From an optimization exercise on the open Yosys and OpenROAD flow, aimed at small area, a short achievable clock period and few clock cycles per item; shortcuts taken in it are not production practice. At most, simulation tests tie the RTL to the original design; equivalence was not proved. No functional check of the RTL was part of runs 1 and 2. No activity file was given, so power comes from the tool's default toggle rates.

==> design/flow/design.v <==
module dsk_decoder (
    input  wire         clk,
    input  wire         rst,
    input  wire         in_valid,
    output wire         in_ready,
    input  wire [183:0] in_key,
    input  wire [4:0]   in_klen,
    output reg          out_valid,
    input  wire         out_ready,
    output reg          out_sign,
    output reg  [1:0]   out_class,
    output reg  [31:0]  out_exp,
    output reg  [5:0]   out_dcnt,
    output reg  [143:0] out_digits,
    output wire [2:0]   out_status,
    output wire [4:0]   out_detail
);
    reg         s0_v;
    reg [183:0] s0_key;
    reg [4:0]   s0_klen;
    reg         s1_v;
    reg         s1_e1;
    reg [3:0]   s1_det1;
    reg         s1_sign;
    reg [1:0]   s1_cls;
    reg         s1_d1;
    reg         s1_adjpos;
    reg [30:0]  s1_ep;
    reg [119:0] s1_dec;
    reg [3:0]   s1_g;
    reg         s1_e2;
    reg [3:0]   s1_det2;
    reg         s1_tail;
    wire         a_e1;
    wire [3:0]   a_det1;
    wire         a_sign;
    wire [1:0]   a_cls;
    wire         a_d1;
    wire         a_adjpos;
    wire [30:0]  a_ep;
    wire [119:0] a_dec;
    wire [3:0]   a_g;
    wire         a_e2;
    wire [3:0]   a_det2;
    wire         a_tail;
    dsk_stage_a sa (
        .key(s0_key), .klen(s0_klen),
        .e1(a_e1), .det1(a_det1), .sign(a_sign), .cls(a_cls), .d1(a_d1),
        .adjpos(a_adjpos), .ep(a_ep), .dec(a_dec), .g(a_g),
        .e2(a_e2), .det2(a_det2), .tail(a_tail)
    );
    wire         b_sign;
    wire [1:0]   b_cls;
    wire [31:0]  b_exp;
    wire [5:0]   b_dcnt;
    wire [143:0] b_digits;
    wire         b_status;
    wire [3:0]   b_detail;
    dsk_stage_b sb (
        .e1(s1_e1), .det1(s1_det1), .sign_in(s1_sign), .cls_in(s1_cls), .d1(s1_d1),
        .adjpos(s1_adjpos), .ep(s1_ep), .dec(s1_dec), .g(s1_g),
        .e2(s1_e2), .det2(s1_det2), .tail(s1_tail),
        .sign(b_sign), .cls(b_cls), .exp(b_exp), .dcnt(b_dcnt),
        .digits(b_digits), .status(b_status), .detail(b_detail)
    );
    reg         out_st;
    reg [3:0]   out_det;
    reg         sk_v;
    reg         sk_sign;
    reg [1:0]   sk_cls;
    reg [31:0]  sk_exp;
    reg [5:0]   sk_dcnt;
    reg [143:0] sk_digits;
    reg         sk_st;
    reg [3:0]   sk_det;
    assign out_status = {2'b00, out_st};
    assign out_detail = {1'b0, out_det};
    wire adv  = ~sk_v;                  
    wire take = out_valid & out_ready;
    assign in_ready = adv;
    always @(posedge clk) begin
        if (adv) begin
            s0_key    <= in_key;
            s0_klen   <= in_klen;
            s1_e1     <= a_e1;
            s1_det1   <= a_det1;
            s1_sign   <= a_sign;
            s1_cls    <= a_cls;
            s1_d1     <= a_d1;
            s1_adjpos <= a_adjpos;
            s1_ep     <= a_ep;
            s1_dec    <= a_dec;
            s1_g      <= a_g;
            s1_e2     <= a_e2;
            s1_det2   <= a_det2;
            s1_tail   <= a_tail;
        end
        if (sk_v) begin
            if (take) begin
                out_sign   <= sk_sign;
                out_class  <= sk_cls;
                out_exp    <= sk_exp;
                out_dcnt   <= sk_dcnt;
                out_digits <= sk_digits;
                out_st     <= sk_st;
                out_det    <= sk_det;
            end
        end else if (!out_valid || out_ready) begin
            out_sign   <= b_sign;
            out_class  <= b_cls;
            out_exp    <= b_exp;
            out_dcnt   <= b_dcnt;
            out_digits <= b_digits;
            out_st     <= b_status;
            out_det    <= b_detail;
        end else begin
            sk_sign    <= b_sign;
            sk_cls     <= b_cls;
            sk_exp     <= b_exp;
            sk_dcnt    <= b_dcnt;
            sk_digits  <= b_digits;
            sk_st      <= b_status;
            sk_det     <= b_detail;
        end
    end
    always @(posedge clk) begin
        if (rst) begin
            s0_v      <= 1'b0;
            s1_v      <= 1'b0;
            out_valid <= 1'b0;
            sk_v      <= 1'b0;
        end else if (sk_v) begin
            if (take) begin
                out_valid <= 1'b1;
                sk_v      <= 1'b0;
            end
        end else begin
            s0_v <= in_valid;
            s1_v <= s0_v;
            if (!out_valid || out_ready)
                out_valid <= s1_v;
            else
                sk_v <= s1_v;
        end
    end
endmodule
module dsk_add3 (
    input  wire [3:0] i,
    output wire [3:0] o
);
    wire ge5 = i[3] | (i[2] & (i[1] | i[0]));
    assign o[3] = ge5;
    assign o[2] = (~ge5 & i[2]) | (i[3] & i[0]);
    assign o[1] = (~ge5 & i[1]) | (i[2] & i[1] & i[0]) | (i[3] & ~i[0]);
    assign o[0] = i[0] ^ ge5;
endmodule
module dsk_bcd10 (
    input  wire [9:0]  v,
    output wire [11:0] d
);
    wire [3:0] a1, a2, a3, a4, a5, a6, a7;
    wire [3:0] b1, b2, b3, b4;
    dsk_add3 c1 (.i({1'b0, v[9:7]}),  .o(a1));
    dsk_add3 c2 (.i({a1[2:0], v[6]}), .o(a2));
    dsk_add3 c3 (.i({a2[2:0], v[5]}), .o(a3));
    dsk_add3 c4 (.i({a3[2:0], v[4]}), .o(a4));
    dsk_add3 c5 (.i({a4[2:0], v[3]}), .o(a5));
    dsk_add3 c6 (.i({a5[2:0], v[2]}), .o(a6));
    dsk_add3 c7 (.i({a6[2:0], v[1]}), .o(a7));
    dsk_add3 t1 (.i({1'b0, a1[3], a2[3], a3[3]}), .o(b1));
    dsk_add3 t2 (.i({b1[2:0], a4[3]}), .o(b2));
    dsk_add3 t3 (.i({b2[2:0], a5[3]}), .o(b3));
    dsk_add3 t4 (.i({b3[2:0], a6[3]}), .o(b4));
    assign d[3:0]  = {a7[2:0], v[0]};
    assign d[7:4]  = {b4[2:0], a7[3]};
    assign d[11:8] = {b1[3], b2[3], b3[3], b4[3]};
endmodule
module dsk_digit (
    input  wire [3:0] d,
    input  wire       neg,
    input  wire       p1,
    input  wire       en,
    output wire [3:0] o
);
    wire [3:0] nine = {~(d[3] | d[2] | d[1]), d[2] ^ d[1], d[1], ~d[0]};
    wire [3:0] ten  = {~d[3] & ~d[2] & (d[1] ^ d[0]),
                       ~d[3] & (d[2] ^ (d[1] & d[0])),
                       (d[1] & d[0]) | (d[2] & ~d[1] & ~d[0]) | (d[3] & ~d[0]),
                       d[0]};
    assign o = {4{en}} & (neg ? (p1 ? ten : nine) : d);
endmodule
module dsk_stage_a (
    input  wire [183:0] key,
    input  wire [4:0]   klen,
    output wire         e1,         
    output wire [3:0]   det1,
    output wire         sign,
    output wire [1:0]   cls,
    output wire         d1,         
    output wire         adjpos,     
    output wire [30:0]  ep,         
    output wire [119:0] dec,        
    output wire [3:0]   g,          
    output wire         e2,         
    output wire [3:0]   det2,
    output wire         tail        
);
    integer i;
    genvar gk;
    wire [7:0] b0   = key[183:176];
    wire       tbit = key[180];
    wire [29:0] eq;
    wire [30:0] pre;               
    wire [29:0] ft;                
    assign pre[0] = 1'b1;
    generate
        for (gk = 0; gk < 30; gk = gk + 1) begin : g_eq
            assign eq[gk]    = key[179 - gk] ~^ tbit;
            assign pre[gk+1] = pre[gk] & eq[gk];
            assign ft[gk]    = pre[gk] & ~eq[gk];
        end
    endgenerate
    reg [4:0] u;
    always @* begin
        u = 5'd0;
        for (i = 0; i < 30; i = i + 1)
            u = u | ({5{ft[i]}} & i[4:0]);
    end
    wire L0 = (klen == 5'd0);
    wire L1 = (klen == 5'd1);
    wire L2 = (klen == 5'd2);
    wire L3 = (klen == 5'd3);
    wire L4 = (klen == 5'd4);
    wire Lbig = (klen > 5'd23);
    wire run_trunc = (L2 & pre[12]) | (L3 & pre[20]) | (L4 & pre[28]);
    wire run_long  = pre[30];
    wire [7:0] h = {1'b0, klen, 2'b00} - {3'b0, u} - 8'd3;
    wire       pay_trunc = h[7];
    wire [6:0] hh = h[6:0];
    reg [12:0] gge;                
    reg        r5is4, r5ge1, r5ge2, r5ge3;
    always @* begin
        for (i = 0; i < 13; i = i + 1)
            gge[i] = (hh >= 5 * (i + 1));
        r5is4 = 1'b0; r5ge1 = 1'b0; r5ge2 = 1'b0; r5ge3 = 1'b0;
        for (i = 0; i < 90; i = i + 1) begin
            if (i % 5 == 4)  r5is4 = r5is4 | (hh == i);
            if (i % 5 >= 1)  r5ge1 = r5ge1 | (hh == i);
            if (i % 5 >= 2)  r5ge2 = r5ge2 | (hh == i);
            if (i % 5 >= 3)  r5ge3 = r5ge3 | (hh == i);
        end
    end
    reg [3:0] gb;
    always @* begin
        gb = 4'd0;
        for (i = 1; i <= 12; i = i + 1)
            if (gge[i - 1] && !gge[i]) gb = i;
    end
    assign g = gb;
    wire [207:0] zs = {28'd0, key[179:0]};
    wire [207:0] sh = zs << {u, 1'b0};
    wire [149:0] xv = sh[207:58];
    assign dec = xv[119:0];
    assign ep[0] = xv[120] ^ ~tbit;
    generate
        for (gk = 1; gk < 31; gk = gk + 1) begin : g_ep
            if (gk < 30)
                assign ep[gk] = (pre[gk] & (xv[120 + gk] ^ ~tbit)) | ft[gk - 1];
            else
                assign ep[gk] = ft[gk - 1];
        end
    endgenerate
    assign adjpos = key[183] ~^ tbit;
    reg [5:0] lastb;
    always @* begin
        lastb = 6'd0;
        for (i = 0; i < 23; i = i + 1)
            lastb = lastb | ({6{klen == i + 1}} & key[181 - 8*i -: 6]);
    end
    assign tail = (r5ge1 & (|lastb[1:0])) | (r5ge2 & (|lastb[3:2])) | (r5ge3 & (|lastb[5:4]));
    reg       r_e1;
    reg [3:0] r_det1;
    reg       r_sign;
    reg [1:0] r_cls;
    reg       r_d1;
    always @* begin
        r_e1   = 1'b1;
        r_det1 = 4'd0;
        r_sign = 1'b0;
        r_cls  = 2'd0;
        r_d1   = 1'b0;
        if (L0)
            r_det1 = 4'd1;
        else if (Lbig)
            r_det1 = 4'd14;
        else if (L1) begin
            case (b0)
                8'h00: begin r_sign = 1'b1; r_cls = 2'd1; end
                8'h40: begin r_sign = 1'b1; r_d1 = 1'b1; end
                8'h80: begin r_d1 = 1'b1; end
                8'hC0: begin r_cls = 2'd1; end
                8'hE0: begin r_cls = 2'd2; end
                default: r_det1 = 4'd2;
            endcase
        end
        else if (b0[6])
            r_det1 = 4'd3;
        else if (b0[5])
            r_det1 = 4'd4;
        else if (b0[7:2] == 6'b100011 || b0[7:2] == 6'b000100)
            r_det1 = 4'd5;
        else if (run_trunc)
            r_det1 = 4'd6;
        else if (run_long)
            r_det1 = 4'd7;
        else if (pay_trunc)
            r_det1 = 4'd6;
        else begin
            r_e1   = 1'b0;
            r_sign = ~key[183];
        end
    end
    assign e1   = r_e1;
    assign det1 = r_det1;
    assign sign = r_sign;
    assign cls  = r_cls;
    assign d1   = r_d1;
    assign e2   = ~gge[0] | gge[12] | r5is4;
    assign det2 = ~gge[0] ? 4'd6 : gge[12] ? 4'd9 : 4'd10;
endmodule
module dsk_stage_b (
    input  wire         e1,
    input  wire [3:0]   det1,
    input  wire         sign_in,
    input  wire [1:0]   cls_in,
    input  wire         d1,
    input  wire         adjpos,
    input  wire [30:0]  ep,
    input  wire [119:0] dec,
    input  wire [3:0]   g,
    input  wire         e2,
    input  wire [3:0]   det2,
    input  wire         tail,
    output wire         sign,
    output wire [1:0]   cls,
    output wire [31:0]  exp,
    output wire [5:0]   dcnt,
    output wire [143:0] digits,
    output wire         status,
    output wire [3:0]   detail
);
    integer i;
    genvar gk;
    wire neg = sign_in;            
    reg [11:0] gvalid, glast;
    always @* begin
        for (i = 0; i < 12; i = i + 1) begin
            gvalid[i] = (g > i);
            glast[i]  = (g == i + 1);
        end
    end
    localparam [28:0] EREM = 29'd463129089;
    reg lo_gt, lo_eq;
    always @* begin
        lo_gt = 1'b0;
        lo_eq = 1'b1;
        for (i = 28; i >= 0; i = i - 1) begin
            if (!EREM[i]) lo_gt = lo_gt | (lo_eq & ep[i]);
            lo_eq = lo_eq & (ep[i] == EREM[i]);
        end
    end
    wire exp_large = ep[30] | (ep[29] & lo_gt);
    wire [5:0]  g3 = {g, 1'b0} + {2'b0, g};
    wire [31:0] xe = adjpos ? {1'b0, ep} : ~{1'b0, ep};
    wire [6:0]  ke = adjpos ? (7'd0 - {1'b0, g3} - 7'd1) : (7'd4 - {1'b0, g3});
    wire [7:0]  lo = {1'b0, xe[6:0]} + {1'b0, ke};
    reg  [24:0] hi;
    reg         allone, allzero;
    always @* begin
        allone = 1'b1; allzero = 1'b1;
        for (i = 0; i < 25; i = i + 1) begin
            if (ke[6])
                hi[i] = xe[7 + i] ^ (~lo[7] & allzero);
            else
                hi[i] = xe[7 + i] ^ (lo[7] & allone);
            allone  = allone & xe[7 + i];
            allzero = allzero & ~xe[7 + i];
        end
    end
    wire [31:0] fexp = {hi, lo[6:0]};
    reg [9:0] v [0:11];
    always @* begin
        for (i = 0; i < 12; i = i + 1)
            v[i] = dec[119 - 10*i -: 10];
    end
    reg bad_declet, zero_last;
    always @* begin
        bad_declet = 1'b0;
        zero_last  = 1'b0;
        for (i = 0; i < 12; i = i + 1) begin
            bad_declet = bad_declet | (gvalid[i] & (&v[i][9:5]) & (v[i][4] | v[i][3]));
            zero_last  = zero_last | (glast[i] & ~(|v[i]));
        end
    end
    wire [143:0] fd;
    generate
        for (gk = 0; gk < 12; gk = gk + 1) begin : g_dig
            wire [11:0] bd;
            dsk_bcd10 u_bcd (.v(v[gk]), .d(bd));
            wire zc  = ~(|bd[3:0]);
            wire zbc = zc & ~(|bd[7:4]);
            wire pl  = glast[gk];
            dsk_digit u_d0 (.d(bd[11:8]), .neg(neg), .p1(pl & zbc), .en(gvalid[gk]), .o(fd[12*gk + 3 -: 4]));
            dsk_digit u_d1 (.d(bd[7:4]),  .neg(neg), .p1(pl & zc),  .en(gvalid[gk]), .o(fd[12*gk + 7 -: 4]));
            dsk_digit u_d2 (.d(bd[3:0]),  .neg(neg), .p1(pl),       .en(gvalid[gk]), .o(fd[12*gk + 11 -: 4]));
        end
    endgenerate
    wire lead_bad = (fd[3:0] == 4'd0);
    reg [3:0] r_det;
    always @* begin
        if (e1)               r_det = det1;
        else if (exp_large)   r_det = 4'd8;
        else if (e2)          r_det = det2;
        else if (bad_declet)  r_det = 4'd11;
        else if (tail)        r_det = 4'd10;
        else if (zero_last)   r_det = 4'd12;
        else if (lead_bad)    r_det = 4'd13;
        else                  r_det = 4'd0;
    end
    wire ok = ~e1 & (r_det == 4'd0);
    assign detail = r_det;
    assign status = (r_det != 4'd0);
    assign sign   = (e1 | ok) & sign_in;
    assign cls    = cls_in;
    assign exp    = {32{ok}} & fexp;
    assign dcnt   = ok ? g3 : {5'd0, d1};
    assign digits = {144{ok}} & fd;
endmodule
==> design/flow/run.sh <==
#!/bin/bash
# synth_recipe.tcl (not shown) runs the flow's synth.tcl, then flattens the netlist and writes it again
# the make line also repeats each setting of config.mk as NAME=value (left out here)
make -C /OpenROAD-flow-scripts/flow DESIGN_CONFIG=/design/flow/config.mk WORK_HOME=/design/flow/orfs CLKGATE_MAP_FILE= SYNTH_SCRIPT=/design/flow/synth_recipe.tcl finish
==> design/flow/config.mk <==
export PLATFORM = sky130hd
export DESIGN_NAME = dsk_decoder
export DESIGN_NICKNAME = dsk_decoder
export VERILOG_FILES = /design/flow/design.v
export SDC_FILE = /design/flow/constraint.sdc
export NUM_CORES = 8
export LEC_CHECK = 0
export ABC_AREA = 1
export CAP_MARGIN = 20
export CORE_MARGIN = 2
export CORE_UTILIZATION = 40
export PLACE_DENSITY = 0.6
export SLEW_MARGIN = 20
==> design/flow/constraint.sdc <==
create_clock -name core_clock -period 25.0 [get_ports {clk}]
set_input_delay 5.0000 -clock core_clock [delete_from_list [all_inputs] [get_ports {clk}]]
set_output_delay 5.0000 -clock core_clock [all_outputs]
set_load 0.01 [all_outputs]
==> flow_metrics.tcl, run 1 <==
set metrics [dict create \
    total_power_w 0.008660 \
    crit_path_end_kind "flop" \
    fin_crit_sh_pct 33.56 \
    clock.fmax_mhz 119.2 \
    yosysSeqAreaShare_pct 39.74 \
    vias 53997 \
    wl_per_cell_um 19.62 \
    slew_viol_final 0 \
    syn_to_final_growth_pct 13.78 \
    synth_area_mm2 0.05612 \
    ir_drop_mv 0.09316 \
    synth_mux_area_share_pct 0.9275 \
    post-route-drc-count 0 \
    post_cts_buffers 0 \
    synth.ff_latch_count 744 \
    clk_pin_slew_worst_paths_ps 60 \
    ant_nets 0 \
    coreArea_mm2 0.1394 \
    grt_pass1_vias 48363 \
    core.rowCount 137 \
    numPortBuffers 384 \
    cts_max_level 3 \
    yosys.area_share.simple_pct 32.60 \
    holdWs_ps 454.9 \
    synth_ff_type "edfxtp_1" \
    power.density_mw_per_mm2 135.6 \
    synth-async-reset-ratio_pct 0 \
    netlist_instances 7973 \
    cts_buffers 82 \
    yosysWarnings 5 \
    status "timing/DRC/antenna clean" \
    drt-initial-drc-count 6055 \
    worstMarginPinSlew_ps 1120 \
    critPathBufInv 7 \
    period_needed_ps 8391 \
    setup_viol 0 \
    clock-sinks 744 \
    fp.dieArea_mm2 0.1433 \
    grt_max_degree 187 \
    rsz0062_at_grt "false" \
    start_util_pct 40.27 \
    grtUsageTotal_pct 27.09 \
    place_congestion 0.9722 \
    cts_tree "done" \
    cts_resized 0 \
    max_cap_violations 0 \
    finalClockSkew_ps 28.72 \
    cp_max_fo 63 \
    synth-edff-count 740 \
    leakage_nw 29.07 \
    synth_fa_ha_area_share_pct 2.983 \
    synthXorXnorAreaFrac_pct 1.980 \
    synth_compound_area_share_pct 12.39 \
    drive_above_1_share_pct 4.178 \
    avgSynthCellArea_um2 7.038 \
    gr-total-overflow 0 \
    slowest_stage "buf_4" \
    hold_violations 0 \
    cpLargestDelayFamily "simple AND/OR/NAND/NOR gates" \
    clockBufferDepth 3 \
    startpoint_type "flop" \
    die_x_um 378.6 \
    ios 388 \
    grt_pass1_wl_mm 296.2 \
    crit_top_cell "nand2_2" \
    cts_hold_buf 0 \
    fin_nets 8494 \
    max_stage_delay_ps 600 \
    dieHeight_um 378.6 \
    via_per_inst 5.339 \
    cts_root_buf "clkbuf_16" \
    cp.arrival_ps 8950 \
    finalSetupTns_ps 0 \
    path_class "reg2reg" \
    wl_mm 198.4 \
    max_slew_margin_pct 25.30 \
    ys_types 70 \
    worstHoldPathType "reg2reg" \
    drt_pass1_iterations 8 \
    clk_latency_ps 710 \
    dp_hpwl_mm 156.1 \
    antenna_found_initial 8 \
    synth_top_family_by_area "simple AND/OR/NAND/NOR gates" \
    worstPathRequired_ps 25560 \
]
worst paths after layout:
kind	from	endpoint	slack, ps	cells past startpoint
min reg2reg	s1_cls[0]	sk_cls[0]	450	0
max reg2reg	s0_key[180]	s1_tail	16610	52
max	s0_key[180]	s1_tail	16610	52
min	s1_cls[0]	sk_cls[0]	450	0
routing by layer:
layer  share of wire (%)  global-route usage [%]  up-vias
met2                  42                   40.23     1964
met4                 3.4                   9.111        2
met5              0.0076                       0        -
li1                    -                       -    26827
met3                 6.8                   2.770      272
met1                  48                   40.76    24932
power by group:
group          switching [W]  total, W  internal [W]
logic                0.00402   0.00586       0.00184
registers           0.000125   0.00161       0.00148
clock network       0.000524   0.00119      0.000667
total                0.00467   0.00866       0.00399
synthesized netlist by cell type, types with 95 or more instances:
| master | n | area (µm²) |
|---|---|---|
| o21ai_0 | 393 | 1967 |
| o21ai_1 | 402 | 2012 |
| nand3_1 | 485 | 2427 |
| inv_1 | 934 | 3506 |
| nor2_1 | 682 | 2560 |
| edfxtp_1 | 740 | 22220 |
| ha_1 | 129 | 1614 |
| nand2_1 | 2676 | 10040 |
| nand4_1 | 208 | 1301 |
| xor2_1 | 95 | 832.1 |
| nor3_1 | 116 | 580.6 |
| a21oi_1 | 148 | 740.7 |
| clkbuf_1 | 123 | 461.7 |
cells by family (layout without fill, tap and decap cells):
family | after synthesis | after routing
AOI/OAI and AO/OA | 1242 | 1242
xor gates and xnor gates | 126 | 126
and+or+nand+nor | 4368 | 4368
muxes | 52 | 52
other | 1 | 6
DFF | 744 | 744
buffers and inverters | 1308 | 1567
adders and majority gates | 132 | 132
placed cells by master (no fill, tap or decap), types with 17 or more instances in the layout:
master and instances:
o221ai_1 17, o21ai_0 393, clkdlybuf4s50_1 384, o21ai_1 402, nand3_1 483, o211ai_1 50, mux2i_1 52, inv_1 931
clkinv_1 20, ha_1 129, o22ai_1 49, nor2_2 31, or2_1 29, nor2_1 681, nor4_1 22, xnor2_1 30
xor2_1 95, o21a_1 21, buf_4 42, a31oi_1 48, nand2_1 2675, edfxtp_1 740, a21oi_1 147, nand4_1 208
or2_2 37, inv_2 43, nor3_1 116, clkbuf_16 83
state kept, by name (all words and copies together), names as in the netlist, 4 cells and up:
signal	cells
out_dcnt	6
out_det	4
out_digits	144
out_exp	32
s0_key	184
s0_klen	5
s1_dec	120
s1_det1	4
s1_det2	4
s1_ep	31
s1_g	4
sk_dcnt	6
sk_det	4
sk_digits	144
sk_exp	32
through the flow:
step	setup WS [ps]	cell area, µm²	utilization [%]	instances
finish	16610	63850	45.82	10113
CTS	16750	63810	45.79	10109
detailed placement	16340	61220	43.93	9960
floorplan	9174	56130	-	7975
global placement	16320	61220	43.93	9960
global route	15760	63840	45.81	10110
cell type report:
| cell class | count | area (µm²) |
|---|---|---|
| antenna | 3 | 7.507 |
| clock buffer | 98 | 2133 |
| clock inverter | 51 | 462.9 |
| fill | 14105 | 75510 |
| inverter | 988 | 3730 |
| multi-input combinational | 5923 | 28630 |
| sequential | 744 | 22310 |
| tap | 1876 | 2347 |
| timing repair buffer | 430 | 4238 |
==> run 2: changes to the inputs <==
--- a/design/flow/config.mk
+++ b/design/flow/config.mk
@@ -5,7 +5,6 @@
 export SDC_FILE = /design/flow/constraint.sdc
 export NUM_CORES = 8
 export LEC_CHECK = 0
-export ABC_AREA = 1
 export CAP_MARGIN = 20
 export CORE_MARGIN = 2
 export CORE_UTILIZATION = 40
==> run 2 against run 1 <==
  * Still clean on timing, DRC and antenna
  * Worst setup slack better by 440 ps
  * Clock power up 9%
  * Non-clock buffer count is 38 higher
  * Combinational power down 53%
  * Sequential share of layout area is 3.0 points lower
  * Clock-buffer cell count rose by 3
  * Global-route usage is 1.3 points higher
  * Design area up 9.3%
  * Routed wire length rose by 18%
  * Largest cell class unchanged
==> flow_metrics.tcl, run 2 <==
set metrics [dict create \
    status "timing/DRC/antenna clean" \
    dieHeight_um 399.1 \
    mostFrequentLayoutCells "nand2_1 (935), edfxtp_1 (740), nor2_1 (616)" \
    yosysTopAreaCell "edfxtp_1" \
    cts_tree "done" \
    max_slew_margin_pct 22.67 \
    comb_power_share_pct 47.8 \
    path_class "reg2reg" \
    synth_ff_type "edfxtp_1" \
    coreArea_mm2 0.1546 \
    post_cts_buffers 0 \
    clk_pin_slew_worst_paths_ps 60 \
    finalSetupTns_ps 0 \
    core.rowCount 144 \
    yosys.area_share.simple_pct 21.25 \
    drive_above_1_share_pct 6.716 \
    synth_commonest_cells "nand2_1 (936), edfxtp_1 (740), nor2_1 (618)" \
    worstMarginPinSlew_ps 1148 \
    synth_top_family_by_area "compound AO/OA/AOI/OAI gates" \
    fp.dieArea_mm2 0.1592 \
    swShare_pct 43.25 \
    hold_violations 0 \
    clock.fmax_mhz 125.8 \
    cp.arrival_ps 8390 \
    p_clk_share_pct 22.7 \
    ys_types 132 \
    ant_nets 0 \
    yosysWarnings 5 \
    cp_max_fo 95 \
    dp_hpwl_mm 177.8 \
    grt_pass1_vias 52407 \
    grt_max_degree 155 \
    ir_drop_mv 0.05003 \
    fin_nets 7466 \
    crit_path_end_kind "flop" \
    via_per_inst 6.197 \
    slew_viol_final 0 \
    synth-async-reset-ratio_pct 0 \
    cts_resized 0 \
    netlist_instances 7162 \
    fin_crit_sh_pct 31.81 \
    endpoint "s1_g[0]" \
    drt-initial-drc-count 6704 \
    final_common_cell "nand2_1" \
    finalClockSkew_ps 50.81 \
    synth_fa_ha_area_share_pct 2.986 \
    avgSynthCellArea_um2 8.716 \
    gr-total-overflow 0 \
    power.density_mw_per_mm2 82.28 \
    wl_mm 234.0 \
    clk_latency_ps 710 \
    regToRegStartpoint "s0_key[180]" \
    worstHoldPathType "reg2reg" \
    ff2ff_path_depth 21 \
    switching_power_w 0.002484 \
    rr_endpoint "s1_g[0]" \
    post-route-drc-count 0 \
    seq_power_share_pct 29.5 \
    numPortBuffers 384 \
    start_util_pct 40.38 \
    drt_pass1_iterations 11 \
    syn_to_final_growth_pct 11.83 \
    vias 57364 \
    grtUsageTotal_pct 28.34 \
    die_x_um 399.1 \
    setup_viol 0 \
    place_congestion 1.021 \
    rsz0062_at_grt "false" \
    clockBufferDepth 3 \
    antenna_found_initial 13 \
    ios 388 \
    p_int_w 0.003259 \
    r2r_slack_ps 17050 \
    max_cap_violations 0 \
    wl_per_cell_um 25.28 \
    top_regs "s0_key x184, out_digits x144, sk_digits x144" \
    cts_buffers 85 \
    worstPathRequired_ps 25440 \
    startpoint_type "flop" \
    yosysSeqAreaShare_pct 35.72 \
    synth_area_mm2 0.06243 \
    cts_root_buf "clkbuf_16" \
    total_power_w 0.005744 \
    synthXorXnorAreaFrac_pct 2.006 \
    synthTopCellsByArea "edfxtp_1 (36%), mux2i_1 (9.0%), nand2_1 (5.6%)" \
    synth_compound_area_share_pct 21.32 \
    leakage_nw 24.99 \
    yosys.cell_count.top_type "nand2_1" \
    clock-sinks 744 \
    grt_pass1_wl_mm 343.3 \
    synth_top_cell_area_share_pct 35.60 \
    synth.ff_latch_count 744 \
    period_needed_ps 7952 \
    largest_reg_flops 184 \
    synth_mux_area_share_pct 10.97 \
    cts_max_level 3 \
    critPathLaunch "s0_key[180]" \
    cts_hold_buf 0 \
    synth-edff-count 740 \
    largest-register "s0_key" \
]
-- run 2: stage by stage --
stage	setup WS [ps]	instances	area, µm²	hold slack, ps	util (%)
floorplan	9824	7164	62430	422.2	-
global placement	17160	9095	66860	433.7	43.25
detailed placement	17170	9095	66860	442.2	43.25
CTS	17170	9248	69750	454.4	45.12
global route	16450	9251	69790	474.2	45.15
finish	17050	9257	69810	453.9	45.16
-- run 2: layout make-up --
type,instances,area (µm²)
flip-flops and latches,744,22310
multi-input cells,5612,36640
inverters,230,890.9
fillers,15136,84780
repair buffers,468,4512
clock buffers,101,2208
diodes,6,15.01
clock inverters,52,675.6
well taps,2044,2557
-- run 2: cells by family (layout without fill, tap and decap cells) --
| kind of cell | count (synthesis) | after routing |
|---|---|---|
| and+or+nand+nor | 2701 | 2701 |
| AOI/OAI and AO/OA | 1947 | 1947 |
| buffers and inverters | 808 | 851 |
| DFF | 744 | 744 |
| muxes | 667 | 667 |
| adders and majority gates | 151 | 151 |
| xor gates and xnor gates | 143 | 143 |
| other | 1 | 9 |
-- run 2: power groups by stage --
stage,logic [W],registers (W),clock network (W)
after global routing,0.00302,0.00171,0.00138
after CTS,0.00270,0.00169,0.00134
after detailed placement,0.00268,0.00171,0
after global placement,0.00262,0.00171,0
after floorplan,0.00209,0.00154,0
final,0.00275,0.00169,0.00130
-- run 2: worst min path at each step --
stage                          from        end  slack, ps  depth (start not counted)
after floorplan           s1_cls[0]  sk_cls[0]        420                          0
after global placement    s1_cls[1]  sk_cls[1]        430                          0
after detailed placement  s1_cls[0]  sk_cls[0]        440                          0
after CTS                 s1_cls[1]  sk_cls[1]        450                          0
after global routing      s1_cls[1]  sk_cls[1]        470                          0
final                     s1_cls[0]  sk_cls[0]        450                          0
-- run 2: worst max-delay path: stages (launching register included) --
cell and delay, ps:
edfxtp_1 310, buf_4 710, nor4_1 220, nor2_1 220
a211oi_1 80, o32ai_1 480, and3_1 630, buf_4 390
nand2_8 300, inv_2 570, ha_1 330, inv_1 90
fa_1 430, xor2_1 770, nand2_1 320, nor2_1 550
nand2_1 210, nor2_1 110, o21ai_0 190, a21oi_1 310
nor2_1 80, or3_1 330
-- run 2: routing by layer --
metal / share of wire [%] / GRT usage, % / vias up / wire length [µm]
li1: - / - / 26857 / -
met1: 43 / 38.55 / 27638 / 99960
met2: 45 / 44.23 / 2399 / 105100
met3: 7.1 / 4.386 / 460 / 16590
met4: 5.2 / 13.19 / 10 / 12240
met5: 0.029 / 0 / - / 69
==> run 3: changes to the inputs <==
--- a/design/flow/design.v
+++ b/design/flow/design.v
@@ -75,9 +75,10 @@
     reg [3:0]   sk_det;
     assign out_status = {2'b00, out_st};
     assign out_detail = {1'b0, out_det};
+    reg  rdy;                           
     wire adv  = ~sk_v;                  
     wire take = out_valid & out_ready;
-    assign in_ready = adv;
+    assign in_ready = rdy;
     always @(posedge clk) begin
         if (adv) begin
             s0_key    <= in_key;
@@ -129,18 +130,22 @@
             s1_v      <= 1'b0;
             out_valid <= 1'b0;
             sk_v      <= 1'b0;
+            rdy       <= 1'b1;
         end else if (sk_v) begin
             if (take) begin
                 out_valid <= 1'b1;
                 sk_v      <= 1'b0;
+                rdy       <= 1'b1;
             end
         end else begin
             s0_v <= in_valid;
             s1_v <= s0_v;
             if (!out_valid || out_ready)
                 out_valid <= s1_v;
-            else
+            else begin
                 sk_v <= s1_v;
+                rdy  <= ~s1_v;
+            end
         end
     end
 endmodule
@@ -205,61 +210,119 @@
     output wire [3:0]   det2,
     output wire         tail        
 );
-    integer i;
+    integer i, j;
     genvar gk;
     wire [7:0] b0   = key[183:176];
     wire       tbit = key[180];
     wire [29:0] eq;
-    wire [30:0] pre;               
-    wire [29:0] ft;                
-    assign pre[0] = 1'b1;
     generate
         for (gk = 0; gk < 30; gk = gk + 1) begin : g_eq
-            assign eq[gk]    = key[179 - gk] ~^ tbit;
-            assign pre[gk+1] = pre[gk] & eq[gk];
-            assign ft[gk]    = pre[gk] & ~eq[gk];
+            assign eq[gk] = key[179 - gk] ~^ tbit;
+        end
+    endgenerate
+    reg [30:0] pre;
+    reg [29:0] p1, p2, p4, p8;
+    always @* begin
+        for (i = 0; i < 30; i = i + 1) p1[i] = eq[i];
+        for (i = 0; i < 30; i = i + 1) p2[i] = (i >= 1) ? p1[i] & p1[i - 1] : p1[i];
+        for (i = 0; i < 30; i = i + 1) p4[i] = (i >= 2) ? p2[i] & p2[i - 2] : p2[i];
+        for (i = 0; i < 30; i = i + 1) p8[i] = (i >= 4) ? p4[i] & p4[i - 4] : p4[i];
+        pre[0] = 1'b1;
+        for (i = 0; i < 30; i = i + 1) pre[i + 1] = (i >= 8) ? p8[i] & p8[i - 8] : p8[i];
+        for (i = 16; i < 30; i = i + 1) pre[i + 1] = pre[i + 1] & pre[i - 15];
+    end
+    wire [29:0] ft;                
+    generate
+        for (gk = 0; gk < 30; gk = gk + 1) begin : g_ft
+            assign ft[gk] = pre[gk] & ~eq[gk];
         end
     endgenerate
     reg [4:0] u;
+    reg [5:0] uq;                  
+    reg [4:0] ur;                  
     always @* begin
         u = 5'd0;
-        for (i = 0; i < 30; i = i + 1)
+        uq = 6'd0;
+        ur = 5'd0;
+        for (i = 0; i < 30; i = i + 1) begin
             u = u | ({5{ft[i]}} & i[4:0]);
+            uq[i / 5] = uq[i / 5] | ft[i];
+            ur[i % 5] = ur[i % 5] | ft[i];
+        end
+    end
+    reg [22:0] lsel;               
+    always @* begin
+        for (i = 0; i < 23; i = i + 1)
+            lsel[i] = (klen == i + 1);
     end
-    wire L0 = (klen == 5'd0);
-    wire L1 = (klen == 5'd1);
-    wire L2 = (klen == 5'd2);
-    wire L3 = (klen == 5'd3);
-    wire L4 = (klen == 5'd4);
+    wire L0   = (klen == 5'd0);
+    wire L1   = lsel[0];
     wire Lbig = (klen > 5'd23);
-    wire run_trunc = (L2 & pre[12]) | (L3 & pre[20]) | (L4 & pre[28]);
+    wire run_trunc = (lsel[1] & pre[12]) | (lsel[2] & pre[20]) | (lsel[3] & pre[28]);
     wire run_long  = pre[30];
-    wire [7:0] h = {1'b0, klen, 2'b00} - {3'b0, u} - 8'd3;
-    wire       pay_trunc = h[7];
-    wire [6:0] hh = h[6:0];
-    reg [12:0] gge;                
-    reg        r5is4, r5ge1, r5ge2, r5ge3;
-    always @* begin
-        for (i = 0; i < 13; i = i + 1)
-            gge[i] = (hh >= 5 * (i + 1));
-        r5is4 = 1'b0; r5ge1 = 1'b0; r5ge2 = 1'b0; r5ge3 = 1'b0;
-        for (i = 0; i < 90; i = i + 1) begin
-            if (i % 5 == 4)  r5is4 = r5is4 | (hh == i);
-            if (i % 5 >= 1)  r5ge1 = r5ge1 | (hh == i);
-            if (i % 5 >= 2)  r5ge2 = r5ge2 | (hh == i);
-            if (i % 5 >= 3)  r5ge3 = r5ge3 | (hh == i);
-        end
-    end
-    reg [3:0] gb;
-    always @* begin
-        gb = 4'd0;
-        for (i = 1; i <= 12; i = i + 1)
-            if (gge[i - 1] && !gge[i]) gb = i;
-    end
-    assign g = gb;
-    wire [207:0] zs = {28'd0, key[179:0]};
-    wire [207:0] sh = zs << {u, 1'b0};
-    wire [149:0] xv = sh[207:58];
+    reg [4:0] qa;
+    reg [4:0] ra;                  
+    always @* begin
+        qa = 5'd0;
+        ra = 5'd0;
+        for (i = 2; i < 24; i = i + 1)
+            if (klen == i) begin
+                qa = (4 * i - 3) / 5;
+                ra[(4 * i - 3) % 5] = 1'b1;
+            end
+    end
+    reg borrow;
+    reg [4:0] r5;                  
+    always @* begin
+        borrow = 1'b0;
+        r5 = 5'd0;
+        for (i = 0; i < 5; i = i + 1)
+            for (j = 0; j < 5; j = j + 1) begin
+                if (i < j) borrow = borrow | (ra[i] & ur[j]);
+                r5[(i - j + 5) % 5] = r5[(i - j + 5) % 5] | (ra[i] & ur[j]);
+            end
+    end
+    reg [5:0] gq0 [0:5];
+    reg [5:0] gq1 [0:5];
+    reg [5:0] gsel;
+    always @* begin
+        gsel = 6'd0;
+        for (i = 0; i < 6; i = i + 1) begin
+            gq0[i] = {1'b0, qa} - i;
+            gq1[i] = {1'b0, qa} - i - 1;
+            gsel = gsel | ({6{uq[i]}} & (borrow ? gq1[i] : gq0[i]));
+        end
+    end
+    wire pay_trunc = gsel[5];
+    wire g_zero    = (gsel == 6'd0);
+    wire g_many    = (gsel[4:0] > 5'd12);
+    assign g = gsel[3:0];
+    wire [207:0] z = {28'd0, key[179:0]};
+    wire [179:0] s4;
+    wire [163:0] s3;
+    wire [155:0] s2;
+    wire [151:0] s1;
+    wire [149:0] xv;
+    generate
+        for (gk = 0; gk < 180; gk = gk + 1) begin : a4
+            if (gk + 32 <= 207)
+                assign s4[179 - gk] = u[4] ? z[207 - gk - 32] : z[207 - gk];
+            else
+                assign s4[179 - gk] = ~u[4] & z[207 - gk];
+        end
+        for (gk = 0; gk < 164; gk = gk + 1) begin : a3
+            assign s3[163 - gk] = u[3] ? s4[179 - gk - 16] : s4[179 - gk];
+        end
+        for (gk = 0; gk < 156; gk = gk + 1) begin : a2
+            assign s2[155 - gk] = u[2] ? s3[163 - gk - 8] : s3[163 - gk];
+        end
+        for (gk = 0; gk < 152; gk = gk + 1) begin : a1
+            assign s1[151 - gk] = u[1] ? s2[155 - gk - 4] : s2[155 - gk];
+        end
+        for (gk = 0; gk < 150; gk = gk + 1) begin : a0
+            assign xv[149 - gk] = u[0] ? s1[151 - gk - 2] : s1[151 - gk];
+        end
+    endgenerate
     assign dec = xv[119:0];
     assign ep[0] = xv[120] ^ ~tbit;
     generate
@@ -275,9 +338,10 @@
     always @* begin
         lastb = 6'd0;
         for (i = 0; i < 23; i = i + 1)
-            lastb = lastb | ({6{klen == i + 1}} & key[181 - 8*i -: 6]);
+            lastb = lastb | ({6{lsel[i]}} & key[181 - 8*i -: 6]);
     end
-    assign tail = (r5ge1 & (|lastb[1:0])) | (r5ge2 & (|lastb[3:2])) | (r5ge3 & (|lastb[5:4]));
+    assign tail = (~r5[0] & (|lastb[1:0])) | ((r5[2] | r5[3] | r5[4]) & (|lastb[3:2])) |
+                  ((r5[3] | r5[4]) & (|lastb[5:4]));
     reg       r_e1;
     reg [3:0] r_det1;
     reg       r_sign;
@@ -325,8 +389,8 @@
     assign sign = r_sign;
     assign cls  = r_cls;
     assign d1   = r_d1;
-    assign e2   = ~gge[0] | gge[12] | r5is4;
-    assign det2 = ~gge[0] ? 4'd6 : gge[12] ? 4'd9 : 4'd10;
+    assign e2   = g_zero | g_many | r5[4];
+    assign det2 = g_zero ? 4'd6 : g_many ? 4'd9 : 4'd10;
 endmodule
 module dsk_stage_b (
     input  wire         e1,
@@ -402,6 +466,22 @@
             zero_last  = zero_last | (glast[i] & ~(|v[i]));
         end
     end
+    localparam [9:0] C99 = 10'd99, C899 = 10'd899, C900 = 10'd900;
+    reg gt99, gt899, gt900, eq99, eq899, eq900;
+    always @* begin
+        gt99 = 1'b0; gt899 = 1'b0; gt900 = 1'b0;
+        eq99 = 1'b1; eq899 = 1'b1; eq900 = 1'b1;
+        for (i = 9; i >= 0; i = i - 1) begin
+            if (!C99[i])  gt99  = gt99  | (eq99  & v[0][i]);
+            if (!C899[i]) gt899 = gt899 | (eq899 & v[0][i]);
+            if (!C900[i]) gt900 = gt900 | (eq900 & v[0][i]);
+            eq99  = eq99  & (v[0][i] == C99[i]);
+            eq899 = eq899 & (v[0][i] == C899[i]);
+            eq900 = eq900 & (v[0][i] == C900[i]);
+        end
+    end
+    wire lead_bad = neg ? (glast[0] ? gt900 : gt899) : ~gt99;
+    wire ok = ~e1 & ~exp_large & ~e2 & ~bad_declet & ~tail & ~zero_last & ~lead_bad;
     wire [143:0] fd;
     generate
         for (gk = 0; gk < 12; gk = gk + 1) begin : g_dig
@@ -410,12 +490,12 @@
             wire zc  = ~(|bd[3:0]);
             wire zbc = zc & ~(|bd[7:4]);
             wire pl  = glast[gk];
-            dsk_digit u_d0 (.d(bd[11:8]), .neg(neg), .p1(pl & zbc), .en(gvalid[gk]), .o(fd[12*gk + 3 -: 4]));
-            dsk_digit u_d1 (.d(bd[7:4]),  .neg(neg), .p1(pl & zc),  .en(gvalid[gk]), .o(fd[12*gk + 7 -: 4]));
-            dsk_digit u_d2 (.d(bd[3:0]),  .neg(neg), .p1(pl),       .en(gvalid[gk]), .o(fd[12*gk + 11 -: 4]));
+            wire en  = gvalid[gk] & ok;
+            dsk_digit u_d0 (.d(bd[11:8]), .neg(neg), .p1(pl & zbc), .en(en), .o(fd[12*gk + 3 -: 4]));
+            dsk_digit u_d1 (.d(bd[7:4]),  .neg(neg), .p1(pl & zc),  .en(en), .o(fd[12*gk + 7 -: 4]));
+            dsk_digit u_d2 (.d(bd[3:0]),  .neg(neg), .p1(pl),       .en(en), .o(fd[12*gk + 11 -: 4]));
         end
     endgenerate
-    wire lead_bad = (fd[3:0] == 4'd0);
     reg [3:0] r_det;
     always @* begin
         if (e1)               r_det = det1;
@@ -427,12 +507,11 @@
         else if (lead_bad)    r_det = 4'd13;
         else                  r_det = 4'd0;
     end
-    wire ok = ~e1 & (r_det == 4'd0);
     assign detail = r_det;
     assign status = (r_det != 4'd0);
     assign sign   = (e1 | ok) & sign_in;
     assign cls    = cls_in;
     assign exp    = {32{ok}} & fexp;
     assign dcnt   = ok ? g3 : {5'd0, d1};
-    assign digits = {144{ok}} & fd;
+    assign digits = fd;
 endmodule
--- a/design/flow/config.mk
+++ b/design/flow/config.mk
@@ -5,6 +5,7 @@
 export SDC_FILE = /design/flow/constraint.sdc
 export NUM_CORES = 8
 export LEC_CHECK = 0
+export ABC_AREA = 1
 export CAP_MARGIN = 20
 export CORE_MARGIN = 2
 export CORE_UTILIZATION = 40
==> run 3 against run 2 <==
  * Die area shrank 9.3%
  * Global-route usage shrank 2.4 points
  * Clock skew shrank 6.6 ps
  * Combinational power grew 71%
  * Flip-flop and latch count grew 1
  * Still clean
  * Clock-buffer cell count shrank 3
  * Final cell count grew 10%
  * Fmax grew 9.9%
  * Worst setup slack gained 720 ps
  * Critical endpoint is now out_exp[31]
  * Largest power group unchanged
  * Non-clock buffer count shrank 37
==> flow_metrics.tcl, run 3 <==
set metrics [dict create \
    max_cap_violations 0 \
    ff2ff_path_depth 33 \
    ant_nets 0 \
    dp_hpwl_mm 152.8 \
    yosys.area_share.simple_pct 34.75 \
    cp.arrival_ps 7800 \
    cts_hold_buf 0 \
    numPortBuffers 384 \
    synth-async-reset-ratio_pct 0 \
    vias 54209 \
    final_common_cell "nand2_1" \
    p_clk_share_pct 15.8 \
    leakage_nw 30.64 \
    yosys.cell_count.top_type "nand2_1" \
    wl_mm 194.0 \
    synth_mux_area_share_pct 1.611 \
    post_cts_buffers 0 \
    finalClockSkew_ps 44.23 \
    grt_pass1_vias 49461 \
    synth_top_cell_area_share_pct 39.30 \
    hold_path_depth 2 \
    p_int_w 0.003661 \
    cts_buffers 81 \
    path_class "reg2reg" \
    cts_tree "done" \
    fin_nets 8609 \
    seq_area_mm2 0.02233 \
    yosysTopAreaCell "edfxtp_1" \
    synth_fa_ha_area_share_pct 2.991 \
    gr-total-overflow 0 \
    r2r_slack_ps 17760 \
    avgSynthCellArea_um2 7.049 \
    finalSetupTns_ps 0 \
    synth_area_mm2 0.05655 \
    min_to "s0_v" \
    synth-edff-count 740 \
    clk_pin_slew_worst_paths_ps 60 \
    drt-initial-drc-count 5264 \
    fp.dieArea_mm2 0.1444 \
    clk_latency_ps 710 \
    clock.fmax_mhz 138.2 \
    critPathBufInv 2 \
    via_per_inst 5.306 \
    period_needed_ps 7235 \
    syn_to_final_growth_pct 13.77 \
    slew_viol_final 0 \
    netlist_instances 8022 \
    synthXorXnorAreaFrac_pct 1.593 \
    rr_endpoint "out_exp[31]" \
    crit_top_cell "nand2_1" \
    slowest_stage "nor2_1" \
    power.density_mw_per_mm2 116.4 \
    clockBufferDepth 3 \
    status "timing/DRC/antenna clean" \
    max_slew_margin_pct 22.61 \
    synthTopCellsByArea "edfxtp_1 (39%), nand2_1 (18%), nand3_1 (8.4%)" \
    synth_ff_type "edfxtp_1" \
    ys_types 78 \
    ir_drop_mv 0.07659 \
    worstHoldPathType "reg2reg" \
    max_stage_delay_ps 710 \
    regToRegStartpoint "s1_g[1]" \
    grt_pass1_wl_mm 292.4 \
    mostFrequentLayoutCells "nand2_1 (2686), inv_1 (1034), nand3_1 (954)" \
    core.rowCount 137 \
    drt_pass1_iterations 8 \
    coreArea_mm2 0.1399 \
    top_regs "s0_key x184, out_digits x144, sk_digits x144" \
    largest_reg_flops 184 \
    post-route-drc-count 0 \
    swShare_pct 51.09 \
    stdcell_count 10217 \
    place_congestion 0.9786 \
    fillers 14235 \
    cts_resized 0 \
    comb_power_share_pct 62.8 \
    startpoint_type "flop" \
    switching_power_w 0.003825 \
    dp.cells 10075 \
    rsz0062_at_grt "false" \
    die_x_um 380.0 \
    cp_max_fo 11 \
    start_util_pct 40.43 \
    synth_top_family_by_area "simple AND/OR/NAND/NOR gates" \
    wl_per_cell_um 18.99 \
    crit_path_end_kind "flop" \
    dieHeight_um 380.0 \
    setup_viol 0 \
    fin_crit_sh_pct 28.94 \
    cts_root_buf "clkbuf_16" \
    hold_violations 0 \
    synth.ff_latch_count 745 \
    worstMarginPinSlew_ps 1149 \
    worstPathRequired_ps 25560 \
    multiInputGateArea_mm2 0.02869 \
    synth_compound_area_share_pct 9.687 \
    clock-sinks 745 \
    drive_above_1_share_pct 4.724 \
    seq_power_share_pct 21.4 \
    grt_max_degree 146 \
    ios 388 \
    largest-register "s0_key" \
    yosysSeqAreaShare_pct 39.47 \
    grtUsageTotal_pct 25.99 \
    hp-start "s0_v" \
    antenna_found_initial 1 \
    synth_commonest_cells "nand2_1 (2687), inv_1 (1038), nand3_1 (954)" \
    cts_max_level 3 \
    cpLargestDelayFamily "simple AND/OR/NAND/NOR gates" \
    yosysWarnings 7 \
]
==> run 3: changes by cell type after synthesis, moves of 172 or more <==
cell      previous run  this run
nand2_1            936      2687
inv_1              219      1038
nand3_1            195       954
mux2i_1            564        91
clkbuf_1           318        96
o21ai_1             66       238
==> run 3: logic make-up (layout without fill, tap and decap cells) <==
family                     Yosys count  count (layout)
adders and majority gates          134             134
buffers and inverters             1376            1692
xor gates and xnor gates           102             102
and+or+nand+nor                   4586            4586
AOI/OAI and AO/OA                  987             987
DFF                                745             745
muxes                               91              91
other                                1               4
==> run 3: routing by layer <==
layer,GRT usage [%],part of all wire (%),up-vias
li1,-,-,26969
met1,36.92,46,25101
met2,39.94,43,1843
met3,3.593,6.7,296
met4,10.17,3.8,0
met5,0,0,-
==> run 3: cell type report <==
type / instances / share of cell area (%)
clock inverters: 43 / 0.6359
multi-input cells: 5903 / 44.59
inverters: 1120 / 6.567
well taps: 1876 / 3.648
diodes: 1 / 0.003890
repair buffers: 431 / 6.542
clock buffers: 98 / 3.316
flip-flops and latches: 745 / 34.70
==> run 3: worst min-delay path, stage by stage, from the launching register on <==
cell     delay, ps
dfxtp_1        310
nand2_1         60
a21oi_1         50
==> run 3: worst max path at each step <==
stage / start / to / slack, ps / cells after the start
after floorplan: out_ready / out_valid / 9470 / 4
after global placement: out_ready / sk_digits[129] / 17260 / 6
after detailed placement: out_ready / out_digits[130] / 17240 / 5
after CTS: s1_g[1] / out_exp[31] / 17900 / 33
after global routing: s1_g[1] / out_exp[30] / 17070 / 33
final: s1_g[1] / out_exp[31] / 17760 / 33
==> run 3: metrics by stage <==
stage                     power, W  util (%)  hold WS [ps]  area (µm²)  setup slack, ps
after global placement    0.006083     44.18         455.5       61790            17260
after global routing      0.008298     45.99         480.0       64330            17070
after detailed placement  0.006252     44.18         457.2       61790            17240
final                     0.007486     46.00         464.9       64340            17760
after floorplan           0.005216         -         426.8       56560             9474
after CTS                 0.007461     45.99         468.5       64330            17900
==> run 3: power by group through the flow <==
| stage | logic (W) | clock network [W] | registers (W) |
|---|---|---|---|
| after floorplan | 0.00363 | 0 | 0.00158 |
| after global placement | 0.00446 | 0 | 0.00162 |
| after detailed placement | 0.00463 | 0 | 0.00162 |
| after CTS | 0.00465 | 0.00121 | 0.00160 |
| after global routing | 0.00543 | 0.00126 | 0.00161 |
| final | 0.00470 | 0.00118 | 0.00160 |
Testbench counts of run 3, summed over its fixed seeds: cycles 16,024, items 16,000.

## static timing again, ports no longer ideal
In the flow no input, the clock included, has a driving cell. The finished layouts below were timed again as built, in two steps. Step 1 (the two cells are an assumption about what drives the block):
set clk [get_ports {clk}]
set_driving_cell -lib_cell sky130_fd_sc_hd__clkbuf_16 $clk
set_driving_cell -lib_cell sky130_fd_sc_hd__buf_2 [delete_from_list [all_inputs] $clk]
Step 2 adds t to the input delays and takes it off the output delays; t is the mean of the earliest and latest rising clock arrival at the registers after step 1. Input paths then give back, and output paths get back, about the clock's delay inside the block. a / b / c = no drivers / after step 1 / after step 2; a / b = the first two.
run | t (ns) | slack for setup (ns) | worst setup path after step 2
run 1 | 0.778 | 16.609 / 16.609 / 16.326 | input to register
run 2 | 0.770 | 17.048 / 17.048 / 17.048 | register to register
run 3 | 0.774 | 17.765 / 17.765 / 17.199 | input to register
After both steps every run listed still meets setup and hold. For run 3, which loses most, drivers alone change the setup slack by 0.000 ns; drivers and shift together by -0.566 ns.
